This is an optimization exercise on Yosys and OpenROAD, whose aim is small area, a short achievable clock period and few clock cycles, not a production implementation.
At most, simulation tests tie the RTL to the original design; equivalence was not proved.
The RTL of run 1 was laid out without a check of its function.
Power is estimated from default activity; no workload was simulated.

==> design.v <==
module simplevm_core (
    input  wire        clk,
    input  wire        rst,           
    output wire        mem_req,
    output wire        mem_we,
    output wire [11:0] mem_addr,
    output wire [7:0]  mem_wdata,
    input  wire        mem_ready,
    input  wire [7:0]  mem_rdata,
    output reg         out_valid,
    output wire [7:0]  out_byte,
    output wire        halted,
    output wire        faulted,
    output wire [7:0]  exit_code,
    output wire [2:0]  fault_kind,
    output wire [15:0] fault_pc,
    output wire [15:0] fault_word,
    output wire [3:0]  flags
);
    localparam [2:0] F_INVALID_OPCODE  = 3'd3;
    localparam [2:0] F_STACK_OVERFLOW  = 3'd5;
    localparam [2:0] F_STACK_UNDERFLOW = 3'd6;
    localparam [2:0] F_MEMORY_BOUNDS   = 3'd7;
    localparam [3:0] A_NONE = 4'd0,
                     A_ADD  = 4'd1,
                     A_SUB  = 4'd2,
                     A_MUL  = 4'd3,
                     A_DIV  = 4'd4,    
                     A_DIVS = 4'd5,    
                     A_CMP  = 4'd6,
                     A_OR   = 4'd7,
                     A_AND  = 4'd8,
                     A_XOR  = 4'd9,
                     A_NOT  = 4'd10,
                     A_MOVI = 4'd11,
                     A_MOVR = 4'd12;
    function [9:0] cla9;
        input [8:0] a;
        input [8:0] b;
        input       cin;
        reg   [8:0] g, p, gg, pp, gn, pn;
        integer     s, j;
        begin
            g = a & b;
            p = a ^ b;
            gg = g;
            gg[0] = g[0] | (p[0] & cin);
            pp = p;
            for (s = 1; s < 9; s = s * 2) begin
                gn = gg;
                pn = pp;
                for (j = s; j < 9; j = j + 1) begin
                    gn[j] = gg[j] | (pp[j] & gg[j-s]);
                    pn[j] = pp[j] & pp[j-s];
                end
                gg = gn;
                pp = pn;
            end
            cla9 = {gg[8], p ^ {gg[7:0], cin}};
        end
    endfunction
    function [2:0] msb8;
        input [7:0] v;
        begin
            msb8 = v[7] ? 3'd7 : v[6] ? 3'd6 : v[5] ? 3'd5 : v[4] ? 3'd4 :
                   v[3] ? 3'd3 : v[2] ? 3'd2 : v[1] ? 3'd1 : 3'd0;
        end
    endfunction
    reg        s_hdr0, s_hdr1;    
    reg        s_f0;              
    reg        s_f1;              
    reg        s_push, s_pop, s_print;
    reg        s_ff;              
    reg        s_fx;              
    reg        halted_r, faulted_r;
    reg        ex;        
    reg [7:0]  x [0:15];
    reg [15:0] ma;        
    reg [11:0] maddr;     
    reg        mreq, mwe;
    reg        pbit;      
    reg [15:0] ir;
    reg [7:0]  opa;       
    reg [7:0]  opb;       
    reg [3:0]  ek;        
    reg [3:0]  edst;
    reg [11:0] sp;
    reg [12:0] crr;
    reg        f_ov, f_zd, f_nzr, f_lt;
    reg [7:0]  drem;      
    reg [2:0]  dcnt;      
    assign mem_req    = mreq;
    assign mem_we     = mwe;
    assign mem_addr   = maddr;
    assign halted     = halted_r;
    assign faulted    = faulted_r;
    assign exit_code  = opb;
    assign out_byte   = opb;
    assign mem_wdata  = opb;
    assign fault_kind = ((ir == 16'd0) | (ir[15:12] == 4'h4)) ? F_MEMORY_BOUNDS :
                        (ir[15:9] == 7'h30) ? (ir[8] ? F_STACK_UNDERFLOW : F_STACK_OVERFLOW) : F_INVALID_OPCODE;
    assign fault_pc   = ma;
    assign fault_word = ir;
    assign flags      = {f_lt, f_nzr, f_zd, f_ov};
    wire [3:0] op_a = ir[15:12];
    wire [3:0] op_b = ir[11:8];
    wire [3:0] op_c = ir[7:4];
    wire [3:0] op_d = ir[3:0];
    wire [3:0] rsel = s_f1 ? mem_rdata[3:0] : op_c;
    wire [7:0] xr   = x[rsel];
    wire       is_add = (ek == A_ADD);
    wire [9:0] as     = cla9({1'b0, opa}, {1'b0, is_add ? opb : ~opb}, ~is_add);
    wire [7:0] asum   = as[7:0];
    wire       acarry = as[8];           
    reg  [10:0] mlo;
    reg         mhi;
    integer m;
    always @(*) begin
        mlo = 11'd0;
        mhi = 1'b0;
        for (m = 0; m < 8; m = m + 1) begin
            mlo = mlo + (({3'd0, opa & {8{opb[m]}}} << m) & 11'h0ff);
            mhi = mhi | (|((opa & {8{opb[m]}}) >> (8 - m)));
        end
    end
    wire        mov = mhi | (|mlo[10:8]);
    wire [2:0] la    = msb8(opa);
    wire [2:0] lb    = msb8(opb);
    wire       dz0   = (opa == 8'd0) | (la < lb);         
    wire       dn0   = (la == lb);                       
    wire [2:0] dn    = la - lb;
    wire [15:0] dsh  = {8'd0, opa} << (3'd7 - dn);
    wire [9:0] dst   = cla9({drem, opa[7]}, {1'b1, ~opb}, 1'b1);
    wire       dq    = dst[9];
    wire [7:0] dr    = dq ? dst[7:0] : {drem[6:0], opa[7]};
    reg       we;
    reg [3:0] wa;
    reg [7:0] wd;
    reg       we15;
    reg [7:0] wd15;
    reg       div_busy;
    always @(*) begin
        we = 1'b1; wa = edst; wd = asum; we15 = 1'b0; wd15 = opa; div_busy = 1'b0;
        case (ek)
            A_ADD, A_SUB: wd = asum;
            A_MUL:  wd = mlo[7:0];
            A_DIV: begin
                if (dz0) begin
                    wd = 8'd0; we15 = 1'b1; wd15 = opa;
                end else if (dn0) begin
                    wd = {7'd0, acarry}; we15 = 1'b1; wd15 = acarry ? asum : opa;
                end else begin
                    we = 1'b0; div_busy = 1'b1;
                end
            end
            A_DIVS: begin
                if (dcnt == 3'd0) begin
                    wd = {opa[6:0], dq}; we15 = 1'b1; wd15 = dr;
                end else begin
                    we = 1'b0; div_busy = 1'b1;
                end
            end
            A_OR:   wd = opa | opb;
            A_AND:  wd = opa & opb;
            A_XOR:  wd = opa ^ opb;
            A_NOT:  wd = ~opa;
            A_MOVI: wd = ir[7:0];
            A_MOVR: wd = opb;
            default: we = 1'b0;
        endcase
        if (s_pop) begin
            we = mem_ready; wa = op_d; wd = mem_rdata;
        end else if (s_print) begin
            we = mem_ready & ~pbit & (mem_rdata == 8'd0); wa = 4'd14; wd = 8'd0;
        end
    end
    wire [7:0] xr_fwd = (we15 && rsel == 4'd15) ? wd15 :
                        (we && wa == rsel)      ? wd : xr;
    wire [7:0] wdm   = wd & {8{~s_hdr0}};
    wire [7:0] wd15m = (we15 ? wd15 : wd) & {8{~s_hdr0}};
    integer i;
    always @(posedge clk) begin
        for (i = 0; i < 15; i = i + 1)
            if (s_hdr0 || (we && wa == i)) x[i] <= wdm;
        if (s_hdr0 || we15 || (we && wa == 4'd15)) x[15] <= wd15m;
    end
    reg [3:0] dk;
    always @(*) begin
        dk = A_NONE;
        case (op_a)
            4'h1: case (op_b)
                4'h0: dk = A_ADD;
                4'h1: dk = A_SUB;
                4'h2: dk = A_MUL;
                4'h3: dk = (opb == 8'd0) ? A_NONE : A_DIV;
                4'h4: dk = A_CMP;
                default: ;
            endcase
            4'h2: dk = A_MOVI;
            4'h7: dk = A_MOVR;
            4'h9: case (op_b[1:0])
                2'd0: dk = A_OR;
                2'd1: dk = A_AND;
                2'd2: dk = A_XOR;
                default: dk = A_NOT;
            endcase
            default: ;
        endcase
    end
    wire h_invalid = ((op_a == 4'h0) & (op_b > 4'h1)) |
                     ((op_a == 4'h1) & (op_b > 4'h4)) |
                     ((op_a == 4'h6) & (op_b > 4'h1)) |
                     ((op_a == 4'h9) & (op_b > 4'h3)) |
                     (op_a > 4'h9);
    wire h_halt  = (op_a == 4'h0) & (op_b == 4'h0);
    wire h_ret   = (op_a == 4'h0) & (op_b == 4'h1);
    wire h_push  = (op_a == 4'h6) & (op_b == 4'h0);
    wire h_pop   = (op_a == 4'h6) & (op_b == 4'h1);
    wire h_print = (op_a == 4'h4);
    wire h_jlt   = (op_a == 4'h3);
    wire h_call  = (op_a == 4'h5);
    wire h_jmp   = (op_a == 4'h8);
    wire lt_now = f_lt | ((ek == A_CMP) & ~acarry);
    wire [12:0] ma_pm  = ma[12:0] + (s_fx ? 13'h1fff : 13'h0001);
    wire        jump   = h_ret | h_call | h_jmp | (h_jlt & lt_now);
    wire [12:0] target = h_ret ? crr : {1'b0, op_b, mem_rdata};
    wire [12:0] nxt    = jump ? target : ma_pm;
    wire        nxt_bad = nxt[12] | (&nxt[11:0]);
    wire        seq_bad = ma_pm[12] | (&ma_pm[11:0]);
    wire [11:0] sp_step = sp + (s_push ? 12'hfff : 12'h001);
    wire [12:0] pp_inc  = {1'b0, maddr} + 13'd1;
    wire done   = mem_ready;             
    wire f1_go  = s_f1 & done & ~div_busy;
    wire back_f0 = ((s_push | s_pop) & done) |
                   (s_print & ~pbit & done & (mem_rdata == 8'd0));
    always @(posedge clk) begin
        if (rst) begin
            s_hdr0    <= 1'b1;
            s_hdr1    <= 1'b0;
            s_f0      <= 1'b0;
            s_f1      <= 1'b0;
            s_push    <= 1'b0;
            s_pop     <= 1'b0;
            s_print   <= 1'b0;
            s_ff      <= 1'b0;
            s_fx      <= 1'b0;
            halted_r  <= 1'b0;
            faulted_r <= 1'b0;
            maddr     <= 12'd0;
            mreq      <= 1'b1;
            mwe       <= 1'b0;
            ex        <= 1'b0;
            ek        <= A_NONE;
            out_valid <= 1'b0;
        end else begin
            out_valid <= 1'b0;
            ek <= A_NONE;
            if (ek == A_DIV && !dz0 && !dn0) ek <= A_DIVS;
            if (ek == A_DIVS && dcnt != 3'd0) ek <= A_DIVS;
            if (s_hdr0 && done) begin
                maddr  <= 12'd1;
                s_hdr0 <= 1'b0;
                s_hdr1 <= 1'b1;
            end
            if (s_hdr1 && done) begin
                maddr  <= {ma[11:8], mem_rdata};
                mreq   <= ~((ma[15:12] != 4'd0) | ((ma[11:8] == 4'hf) & (mem_rdata == 8'hff)));
                s_hdr1 <= 1'b0;
                s_f0   <= 1'b1;
            end
            if (s_f0) begin
                ex <= 1'b0;
                if (ex) ek <= dk;
                if (!mreq) begin
                    s_f0 <= 1'b0;
                    s_ff <= 1'b1;
                end else if (done) begin
                    maddr <= ma_pm[11:0];
                    s_f0  <= 1'b0;
                    s_f1  <= 1'b1;
                end
            end
            if (f1_go) begin
                s_f1 <= 1'b0;
                if (h_invalid) begin
                    mreq <= 1'b0;
                    s_fx <= 1'b1;
                end else if (h_halt) begin
                    mreq     <= 1'b0;
                    halted_r <= 1'b1;
                end else if (h_push) begin
                    if (sp == 12'd0) begin
                        mreq <= 1'b0;
                        s_fx <= 1'b1;
                    end else begin
                        maddr  <= sp;
                        mwe    <= 1'b1;
                        s_push <= 1'b1;
                    end
                end else if (h_pop) begin
                    if (sp == 12'd4095) begin
                        mreq <= 1'b0;
                        s_fx <= 1'b1;
                    end else begin
                        maddr <= sp_step;
                        s_pop <= 1'b1;
                    end
                end else if (h_print) begin
                    maddr   <= {op_b, mem_rdata};
                    s_print <= 1'b1;
                end else begin
                    ex    <= 1'b1;
                    maddr <= nxt[11:0];
                    mreq  <= ~nxt_bad;
                    s_f0  <= 1'b1;
                end
            end
            if (back_f0) begin
                maddr   <= ma_pm[11:0];
                mreq    <= ~seq_bad;
                mwe     <= 1'b0;
                s_push  <= 1'b0;
                s_pop   <= 1'b0;
                s_print <= 1'b0;
                s_f0    <= 1'b1;
            end
            if (s_print) begin
                if (pbit) begin
                    s_print <= 1'b0;
                    s_fx    <= 1'b1;
                end else if (done && mem_rdata != 8'd0) begin
                    out_valid <= 1'b1;
                    maddr     <= pp_inc[11:0];
                    mreq      <= ~pp_inc[12];
                end
            end
            if (s_ff && ek == A_NONE) begin
                s_ff      <= 1'b0;
                faulted_r <= 1'b1;
            end
            if (s_fx) begin
                s_fx      <= 1'b0;
                faulted_r <= 1'b1;
            end
        end
    end
    always @(posedge clk) begin
        case (ek)
            A_ADD: if (acarry) f_ov <= 1'b1;
            A_SUB: if (~acarry) f_ov <= 1'b1;
            A_MUL: if (mov) f_ov <= 1'b1;
            A_CMP: if (~acarry) f_lt <= 1'b1;
            A_DIV: begin
                if (dz0) begin
                    if (opa != 8'd0) f_nzr <= 1'b1;
                end else if (dn0) begin
                    if ((acarry ? asum : opa) != 8'd0) f_nzr <= 1'b1;
                end else begin
                    drem <= dsh[15:8];
                    opa  <= dsh[7:0];
                    dcnt <= dn;
                end
            end
            A_DIVS: begin
                drem <= dr;
                opa  <= {opa[6:0], dq};
                dcnt <= dcnt - 3'd1;
                if (dcnt == 3'd0 && dr != 8'd0) f_nzr <= 1'b1;
            end
            default: ;
        endcase
        if (s_hdr0) begin
            sp    <= 12'd4095;
            crr   <= 13'd0;
            f_ov  <= 1'b0;
            f_zd  <= 1'b0;
            f_nzr <= 1'b0;
            f_lt  <= 1'b0;
        end
        if (s_hdr0 && done) ma[15:8] <= mem_rdata;
        if (s_hdr1 && done) ma[7:0]  <= mem_rdata;
        if (s_f0) begin
            if (ex) begin
                edst <= (op_a == 4'h2 || op_a == 4'h7) ? op_b : op_c;
                opa  <= xr;
                if (op_a == 4'h1 && op_b == 4'h3 && opb == 8'd0) f_zd <= 1'b1;
            end
            if (mreq && done) begin
                ir[15:8] <= mem_rdata;
                ma       <= {3'd0, ma_pm};
            end
        end
        if (f1_go) begin
            ir[7:0] <= mem_rdata;
            opb     <= xr_fwd;
            if (h_print) pbit <= 1'b0;
            if (!h_invalid && !h_halt && !h_push && !h_pop && !h_print) begin
                ma <= {3'd0, nxt};
                if (h_call) crr <= ma_pm;
                if (h_jlt && lt_now) f_lt <= 1'b0;
            end
        end
        if (back_f0) ma <= {3'd0, ma_pm};
        if (s_push && done) sp <= sp_step;
        if (s_pop && done)  sp <= maddr;
        if (s_print) begin
            if (!pbit && done && mem_rdata != 8'd0) begin
                opb  <= mem_rdata;
                pbit <= pp_inc[12];
            end
        end
        if (s_ff && ek == A_NONE) ir <= 16'd0;
        if (s_fx) ma <= {3'd0, ma_pm};
    end
endmodule
==> flow/run.sh <==
#!/bin/bash
# Standard layout; timing repair aims for extra setup slack so that the
# critical paths get sized for speed even though the clock is met.
bash standard.sh SETUP_SLACK_MARGIN=10 finish > standard.log 2>&1
==> standard.sh <==
#!/bin/bash
# synth_recipe.tcl (not shown) runs the flow's synth.tcl, then flattens the netlist and writes it again
# the make line also repeats each setting of config.mk as NAME=value (left out here)
make -C /OpenROAD-flow-scripts/flow DESIGN_CONFIG=/design/flow/config.mk WORK_HOME=/design/flow/orfs CLKGATE_MAP_FILE= SYNTH_SCRIPT=/design/flow/synth_recipe.tcl "${@:-finish}"
==> config.mk <==
export PLATFORM = sky130hd
export DESIGN_NAME = simplevm_core
export DESIGN_NICKNAME = simplevm_core
export VERILOG_FILES = /design/flow/design.v
export SDC_FILE = /design/flow/constraint.sdc
export NUM_CORES = 4
export LEC_CHECK = 0
export ABC_AREA = 1
export CAP_MARGIN = 20
export CORE_MARGIN = 2
export CORE_UTILIZATION = 40
export SLEW_MARGIN = 20
==> constraint.sdc <==
create_clock -name core_clock -period 15.0 [get_ports {clk}]
set_input_delay 3.0000 -clock core_clock [delete_from_list [all_inputs] [get_ports {clk}]]
set_output_delay 3.0000 -clock core_clock [all_outputs]
set_load 0.01 [all_outputs]
==> results of run 1 <==
## flip-flops by register name (all words and copies together), names as in the netlist, 3 cells and up
register,count
crr,13
dcnt,3
drem,8
edst,4
ek,4
ir,16
ma,16
maddr,12
opa,8
opb,8
sp,12
x,128
## cells in the mapped netlist, drive strengths merged (2+ instances only)
master | number | share of area, %
nand3 | 105 | 3.1
o32ai | 2 | 0.10
clkinv | 4 | 0.086
clkbuf | 51 | 1.1
nand4 | 40 | 1.4
a221oi | 10 | 0.50
edfxtp | 155 | 27
or2 | 8 | 0.29
nor4 | 16 | 0.58
o21bai | 3 | 0.13
o21ai | 242 | 7.0
xnor2 | 9 | 0.45
nor2 | 150 | 3.8
nor3 | 36 | 1.1
o221ai | 5 | 0.25
a31o | 3 | 0.15
a21o | 4 | 0.17
a22oi | 13 | 0.59
nand2 | 564 | 12
o311ai | 5 | 0.25
ha | 78 | 5.6
fa | 27 | 3.1
a31oi | 22 | 0.79
mux2i | 2 | 0.12
dfxtp | 96 | 11
o211ai | 36 | 1.6
o22ai | 18 | 0.65
a211oi | 11 | 0.47
o2111ai | 11 | 0.55
buf | 44 | 1.6
a22o | 7 | 0.35
o31ai | 8 | 0.35
nand3b | 3 | 0.13
o41ai | 2 | 0.10
xor2 | 36 | 1.8
a21oi | 158 | 4.5
nor3b | 2 | 0.086
o2bb2ai | 2 | 0.10
a2111oi | 2 | 0.10
inv | 295 | 6.4
## logic make-up after synthesis
group | Yosys count
AOI/OAI and AO/OA | 569
xor gates and xnor gates | 45
adders and majority gates | 105
buffers and inverters | 394
DFF | 251
muxes | 2
and+or+nand+nor | 926
## power by group
part           switching (uW)  leakage [uW]  total, uW  internal [uW]
sequential                197       0.00238       1240           1050
combinational            1740       0.00581       2630            891
clock                     304      0.000481        733            429
total                    2240       0.00867       4610           2370
## through the flow
step | instances | instance area, sq um
3_3_place_gp | 2903 | 18800
6_report | 2987 | 20300
2_1_floorplan | 2292 | 17400
4_1_cts | 2968 | 20100
5_1_grt | 2987 | 20300
3_5_place_dp | 2904 | 18800
## area by class of cell
type	instances	area, sq um	area share [%]
timing repair buffer	149	1340	6.59
sequential	251	6610	32.5
timing repair inverter	2	10.0	0.0492
multi-input combinational	1647	9510	46.7
tap	585	732	3.60
inverter	299	1160	5.69
clock buffer	36	793	3.90
clock inverter	18	191	0.941
## worst register-to-register path, cell delays in order, from the launching register on
cell	delay, ns
dfxtp_1	0.71
nand2_1	0.12
inv_1	0.08
fa_1	0.42
fa_1	0.50
fa_1	0.54
fa_1	0.55
ha_1	0.39
or2_2	0.13
a21oi_1	0.06
nor4_1	0.43
o21ai_1	0.14
inv_1	0.07
nand2_1	0.06
nand2_1	0.08
a21oi_1	0.07
buf_4	0.24
## routing by layer
metal	track usage (%)	part of all wire (%)
met1	37.5	42
met2	47.5	47
met3	2.63	6.2
met4	13.8	5.8
met5	0	0
## repair_timing
action / in CTS / in global routing
gates resized for setup: 92 / 39
pin swaps: 6 / 7
endpoints found under the hold margin: 0 / 0
setup buffers: 9 / 17
cloned: 1 / 2
endpoints found under the setup margin: 165 / 111
## how the worst max path moves through the flow
stage,cells after the start,end,slack (ns),from
3_3_place_gp,9,ma[3],8.56,mem_ready
3_5_place_dp,10,ma[3],8.40,mem_ready
2_1_floorplan,7,x[0][0],10.28,mem_rdata[0]
6_report,9,x[11][0],10.03,mem_rdata[4]
4_1_cts,16,opb[2],10.00,mem_rdata[1]
5_1_grt,9,x[11][0],9.96,mem_rdata[4]
==> summary.txt, run 1 <==
run status no timing/DRC/antenna violations; vias around 17000; Synth Warn # 2; Avg Inst Size Synth between 7 and 8 sq um; Worst R2R Path Depth 16; initial antenna violation count 0; post-DR vias/cell roughly 5.7; largest net degree at the start of global routing 39; Largest delay share family, worst path simple AND/OR/NAND/NOR gates; clock-pin slew on the worst setup and hold paths roughly 0.06 ns; final hold violation count 0; min-delay src f_nzr; # hold bufs at CTS 0; Post-Synth Adder-Cell Area under 10%; Setup TNS Final 0 ns; root buffer cell clkbuf_16; Core Area between 40000 and 50000 sq um; Final Setup Violations 0; total power draw between 4000 and 5000 uW; asr flop ratio synth 0%; crit-path max FO 8; syn_nets between 2000 and 2500; dpl hpwl roughly 49000 um; EDFF count, synth roughly 160; H-Tree Level Count 1; wire length per cell approximately 22 um; compound-cell area share of the yosys netlist 19.0%; Min-Delay Path Depth 2; CP Cell Sequence clkdlybuf4s50_1 -> nor4_1 -> nand2_1 -> inv_1 -> nand2_1 -> nand3_2 -> nand3_1 -> o21ai_0 -> buf_4; maximum vdd drop around 0.12 mV; Syn-to-layout area delta 16.9%; critical path type in2reg; commonest non-fill, non-tap cell in the layout nand2_1; max-slew violations 0; fmax roughly 200 MHz; Setup WS pre-CTS about 8.4 ns; CP dominant cell by count nand2_1; Num CTS Buffers 29; WL final about 65000 um; crit-path max cell delay 0.59 ns; gr ovfl total 0; Synth Area in XOR/XNOR between 2 and 2.5%; mux share of post-synthesis cell area 0.115%; Routability Congestion roughly 1; vias in the first global route 16490; final design utilization 47.3%; DRC viols 0; flops & latches, synth between 200 and 300; CTS max path bufs 3; Req. time, crit path about 15 ns; Fillers roughly 4300; Clock Skew 0.0148 ns; Hold Crit Class reg2reg; Hold EP f_nzr; sequential area share after synthesis 37.8%; Final period util between 30% and 40%; Die Area 45200 sq um; Worst setup EP type flip-flop; Fin Hold WS approximately 0.47 ns; final worst slack 10.03 ns; PortBufs 90; Placement Rows between 70 and 80; flop-to-flop setup slack between 10 and 15 ns; Worst-Skew Late Latency around 0.59 ns; first-pass GRT wire length roughly 100000 um; most frequent cells in the layout nand2_1 (540), inv_1 (262), o21ai_0 (218); Mapped Area 17400 sq um; RSZ-0062 raised after global routing true; clock sink count between 200 and 300; largest family of logic cells by synthesized area simple AND/OR/NAND/NOR gates; DR iter-0 viols 1875; DIE HEIGHT ~210 um; CP arrival roughly 5.3 ns; minimum clock period after layout about 5.0 ns; Simple-Gate Fraction of Synth Area about 23%; Power Density between 200 and 250 nW/um^2; max cap viols 0; crit start category input pin; relative slew slack a little over a third; NumNets Final ~2500; router iterations before antenna repair 7; RR Endpoint x[3][7]; distinct cell type count after synthesis 63; Slew @ Worst Pin 0.975 ns; Slowest-stage cell, CP clkdlybuf4s50_1; LEAKAGE 0.00867 uW; I/O pin total 91; GR Util All Layers between 20% and 30%; ys flop type edfxtp_1; diode count 0; Post-DRT Antenna Nets 0; share of layout cells above drive strength 1 10.6%; crit path buf inv count 3; CTS tree built; die width 213 um; synthesized instance count 2292; worst flop-to-flop path startpoint opb[5]; starting density of the core about two fifths
==> inputs of run 2 (changes only) <==
--- a/design.v
+++ b/design.v
@@ -87,6 +87,7 @@
     reg [11:0] sp;
     reg [12:0] crr;
     reg        f_ov, f_zd, f_nzr, f_lt;
+    reg [2:0]  fkind_r;
     reg [7:0]  drem;      
     reg [2:0]  dcnt;      
     assign mem_req    = mreq;
@@ -97,8 +98,7 @@
     assign exit_code  = opb;
     assign out_byte   = opb;
     assign mem_wdata  = opb;
-    assign fault_kind = ((ir == 16'd0) | (ir[15:12] == 4'h4)) ? F_MEMORY_BOUNDS :
-                        (ir[15:9] == 7'h30) ? (ir[8] ? F_STACK_UNDERFLOW : F_STACK_OVERFLOW) : F_INVALID_OPCODE;
+    assign fault_kind = fkind_r;
     assign fault_pc   = ma;
     assign fault_word = ir;
     assign flags      = {f_lt, f_nzr, f_zd, f_ov};
@@ -393,6 +393,9 @@
         if (f1_go) begin
             ir[7:0] <= mem_rdata;
             opb     <= xr_fwd;
+            if (h_invalid) fkind_r <= F_INVALID_OPCODE;
+            else if (h_push && sp == 12'd0) fkind_r <= F_STACK_OVERFLOW;
+            else if (h_pop && sp == 12'd4095) fkind_r <= F_STACK_UNDERFLOW;
             if (h_print) pbit <= 1'b0;
             if (!h_invalid && !h_halt && !h_push && !h_pop && !h_print) begin
                 ma <= {3'd0, nxt};
@@ -404,12 +407,16 @@
         if (s_push && done) sp <= sp_step;
         if (s_pop && done)  sp <= maddr;
         if (s_print) begin
-            if (!pbit && done && mem_rdata != 8'd0) begin
+            if (pbit) fkind_r <= F_MEMORY_BOUNDS;
+            else if (done && mem_rdata != 8'd0) begin
                 opb  <= mem_rdata;
                 pbit <= pp_inc[12];
             end
         end
-        if (s_ff && ek == A_NONE) ir <= 16'd0;
+        if (s_ff && ek == A_NONE) begin
+            fkind_r <= F_MEMORY_BOUNDS;
+            ir      <= 16'd0;
+        end
         if (s_fx) ma <= {3'd0, ma_pm};
     end
 endmodule
==> run.sh (new file) <==
#!/bin/bash
# synth_recipe.tcl (not shown) runs the flow's synth.tcl, then flattens the netlist and writes it again
# the make line also repeats each setting of config.mk as NAME=value (left out here)
make -C /OpenROAD-flow-scripts/flow DESIGN_CONFIG=/design/flow/config.mk WORK_HOME=/design/flow/orfs CLKGATE_MAP_FILE= SYNTH_SCRIPT=/design/flow/synth_recipe.tcl finish
removed: flow/run.sh
removed: standard.sh
==> run 2 against run 1 <==
  * Combinational power shrank 6%
  * Critical path type unchanged
  * Worst setup slack lost 1.1 ns
  * Register-to-register slack lost 0.77 ns
==> summary.txt, run 2 <==
run status no timing/DRC/antenna violations; Clock Skew 0.0113 ns (-0.00354 ns); Mapped Area 17600 sq um (+0.86%); Placement Rows 76 (unchanged); flops & latches, synth 254 (+1.2%); initial antenna violation count 0 (unchanged); EDFF count, synth 155 (unchanged); Die Area 45600 sq um (+0.84%); RR Endpoint crr[10]; Biggest register x; sequential area share after synthesis 37.8% (about the same); most frequent cells in the layout nand2_1 (650), inv_1 (267), o21ai_0 (168); Largest register FFs 128 (unchanged); CP startpoint mem_ready; relative slew slack 30.5% (-4.2 points); ys flop type edfxtp_1; total net switching power 2160 uW (-3.7%); Yosys top cell by area edfxtp_1; first-pass GRT wire length 99800 um (+1.4%); Setup TNS Final 0 ns (unchanged); largest net degree at the start of global routing 32 (-18%); distinct cell type count after synthesis 56 (-11%); wire length per cell 21.8 um (-0.20%); DR iter-0 viols 1555 (-17%); Fin Hold WS 0.477 ns (+0.00918 ns); starting density of the core 40.7% (+0.17 points); Hold Crit Class reg2reg; Worst-Skew Late Latency 0.59 ns (about the same); PortBufs 90 (unchanged); post-synth top area share 26.5% (-0.23 points); DRC viols 0 (unchanged); DIE HEIGHT 213 um (+0.42%); GR Util All Layers 28.9% (+0.35 points); Int Pwr 2340 uW (-1.1%); Synth Warn # 2 (unchanged); Core Area 43200 sq um (+0.44%); diode count 0 (unchanged); max cap viols 0 (unchanged); count leader, synth nand2_1; Clk pwr share 16.9% (+1.0 points); gr ovfl total 0 (unchanged); fmax 164 MHz (-19%); synthesized instance count 2368 (+3.3%); synth top area cells edfxtp_1 (27%), nand2_1 (14%), dfxtp_1 (11%); crit-path max FO 31 (+23); Worst setup EP type flip-flop; Worst R2R Path Depth 17 (+1); Slew @ Worst Pin 1.03 ns (+0.0557 ns); Avg Inst Size Synth 7.41 sq um (-2.4%); LEAKAGE 0.00857 uW (-1.2%); CP arrival 6.61 ns (+1.35 ns); I/O pin total 91 (unchanged); Post-synth top cells nand2_1 (650), inv_1 (267), o21ai_0 (178); Power Density 226 nW/um^2 (-0.38%); Final Setup Violations 0 (unchanged); Num CTS Buffers 30 (+3.4%); CP endpoint crr[10]; Final period util 40.7% (+7.6 points); NumNets Final 2534 (+1.6%); post-DR vias/cell 5.67 (-1.1%); vias in the first global route 16358 (-0.80%); Min-Delay Path Depth 2 (unchanged); # hold bufs at CTS 0 (unchanged); sw frac 47.9% (-0.67 points); CTS max path bufs 3 (unchanged); Syn-to-layout area delta 13.5%; Reg power frac 28.2% (+1.2 points); clock-pin slew on the worst setup and hold paths 0.06 ns (about the same); Post-DRT Antenna Nets 0 (unchanged); router iterations before antenna repair 6 (-1); WL final 66100 um (+1.1%); Routability Congestion 0.984 (-2.1%); vias 17163 (+0.25%); final hold violation count 0 (unchanged); quantity of gates resized following cts 0 (-100%); share of layout cells above drive strength 1 5.81% (-4.8 points); dpl hpwl 50200 um (+3.1%); critical path type in2reg; die width 213 um (+0.42%); root buffer cell clkbuf_16; asr flop ratio synth 0% (unchanged); maximum vdd drop 0.113 mV (-6.7%); crit start category input pin; H-Tree Level Count 1 (unchanged); worst flop-to-flop path startpoint opb[1]; clock sink count 254 (+1.2%); Req. time, crit path 15.50 ns (+0.22 ns); max-slew violations 0 (unchanged); flop-to-flop setup slack 9.37 ns (-0.77 ns); RSZ-0062 raised after global routing false; Fillers 4432 (+2.5%); commonest non-fill, non-tap cell in the layout nand2_1; CTS tree built; Setup Buffers After CTS 0 (-9); Top Registers x: 128 flops, ir: 16 flops, ma: 16 flops; minimum clock period after layout 6.11 ns (+1.14 ns); syn_nets 2484 (+3.2%); Gate power share 54.9% (-2.2 points)
## run 2: cell count changes after synthesis, moves of 7 or more
cell	change
xor2_1	-16
o21ai_0	-43
nand3_1	+33
nand2_1	+95
buf_2	-7
a21boi_0	+8
nor4_1	-13
a31oi_1	-13
nor2_1	+30
inv_1	-9
nand4_1	+11
## run 2: kinds of logic after synthesis
logic type	Yosys count	synth area share (%)
adder cells (fa/ha/maj)	105	8.64
flip-flops	254	37.8
buffers and inverters	390	8.91
XOR/XNOR	32	1.60
AND/OR/NAND/NOR	1084	26.5
AO/OA/AOI/OAI	503	16.6
## run 2: layout make-up
type / instances / area (sq um) / area share, %
clock buffers: 40 / 828 / 4.16
clock inverters: 16 / 205 / 1.03
inverters: 300 / 1130 / 5.66
multi-input cells: 1724 / 9360 / 47.0
flip-flops and latches: 254 / 6640 / 33.3
well taps: 585 / 732 / 3.67
repair buffers: 108 / 1040 / 5.20
## run 2: critical path: stages
cell and delay, ns:
clkdlybuf4s50_1 0.67, nand2_1 0.15, nor2_4 0.58, nand2_2 0.43, nor3_4 0.54, inv_2 0.30, nor3_4 0.70, nand2_1 0.13
o31ai_1 0.10
## run 2: worst min-delay path by stage
stage | start | to | slack [ns]
4_1_cts | crr[2] | crr[2] | 0.48
3_5_place_dp | halted_r | halted_r | 0.46
3_3_place_gp | halted_r | halted_r | 0.45
5_1_grt | crr[2] | crr[2] | 0.48
2_1_floorplan | f_zd | f_zd | 0.43
6_report | f_ov | f_ov | 0.48
## run 2: routing by layer
metal	GRT usage (%)	vias up	wire, um
li1	-	8099	-
met3	3.41	134	4460
met5	0	-	0
met2	49.9	721	31700
met4	10.7	0	2540
met1	37.3	8209	27400
## run 2: power by group through the flow
stage               combinational (uW)  sequential, uW  clock (uW)
global placement                  2420            1280           0
finish                            2470            1270         760
CTS                               2440            1270         770
global route                      2750            1290         796
floorplan                         1610            1170           0
detailed placement                2420            1280           0
## run 2: stage by stage
step	total power (uW)	utilization (%)	worst slack (ns)	instances	instance area, sq um
6_report	4500	46.2	8.89	3027	19900
3_5_place_dp	3700	43.8	8.39	2971	18900
4_1_cts	4480	46.2	8.98	3027	19900
5_1_grt	4830	46.2	8.66	3027	19900
3_3_place_gp	3700	43.8	8.54	2971	18900
2_1_floorplan	2780	-	10.05	2368	17600
Testbench counts of run 2, summed over its fixed seeds: cycles 108,018.

[afterwards: timing with drivers on the ports]
Ports are ideal in the flow. The routed layouts listed here were re-timed in OpenROAD.
Step 1 assumes that a clkbuf_16 drives the clock port and a buf_2 every other input.
Step 2 moves the port delays by t, midway between the first and last clock arrival at a register: inputs arrive t later, outputs are due t later. That takes back most of the time a late clock gives input paths.
a / b / c = ideal / step 1 / step 2; a / b = the first two.
run | t, ns | setup WS [ns] | worst setup path after step 2 | slew at the worst register clock pin (ns) | cell pins on the clock port's net
run 1 | 0.635 | 10.028 / 9.986 / 9.422 | input to register | 0.06 / 0.06 | 1
run 2 | 0.641 | 8.889 / 8.922 / 8.280 | input to register | 0.06 / 0.06 | 1
After both steps every run listed still meets setup and hold. The setup slack of run 2, which loses most, moves by +0.033 ns with the drivers and by -0.609 ns with both steps.
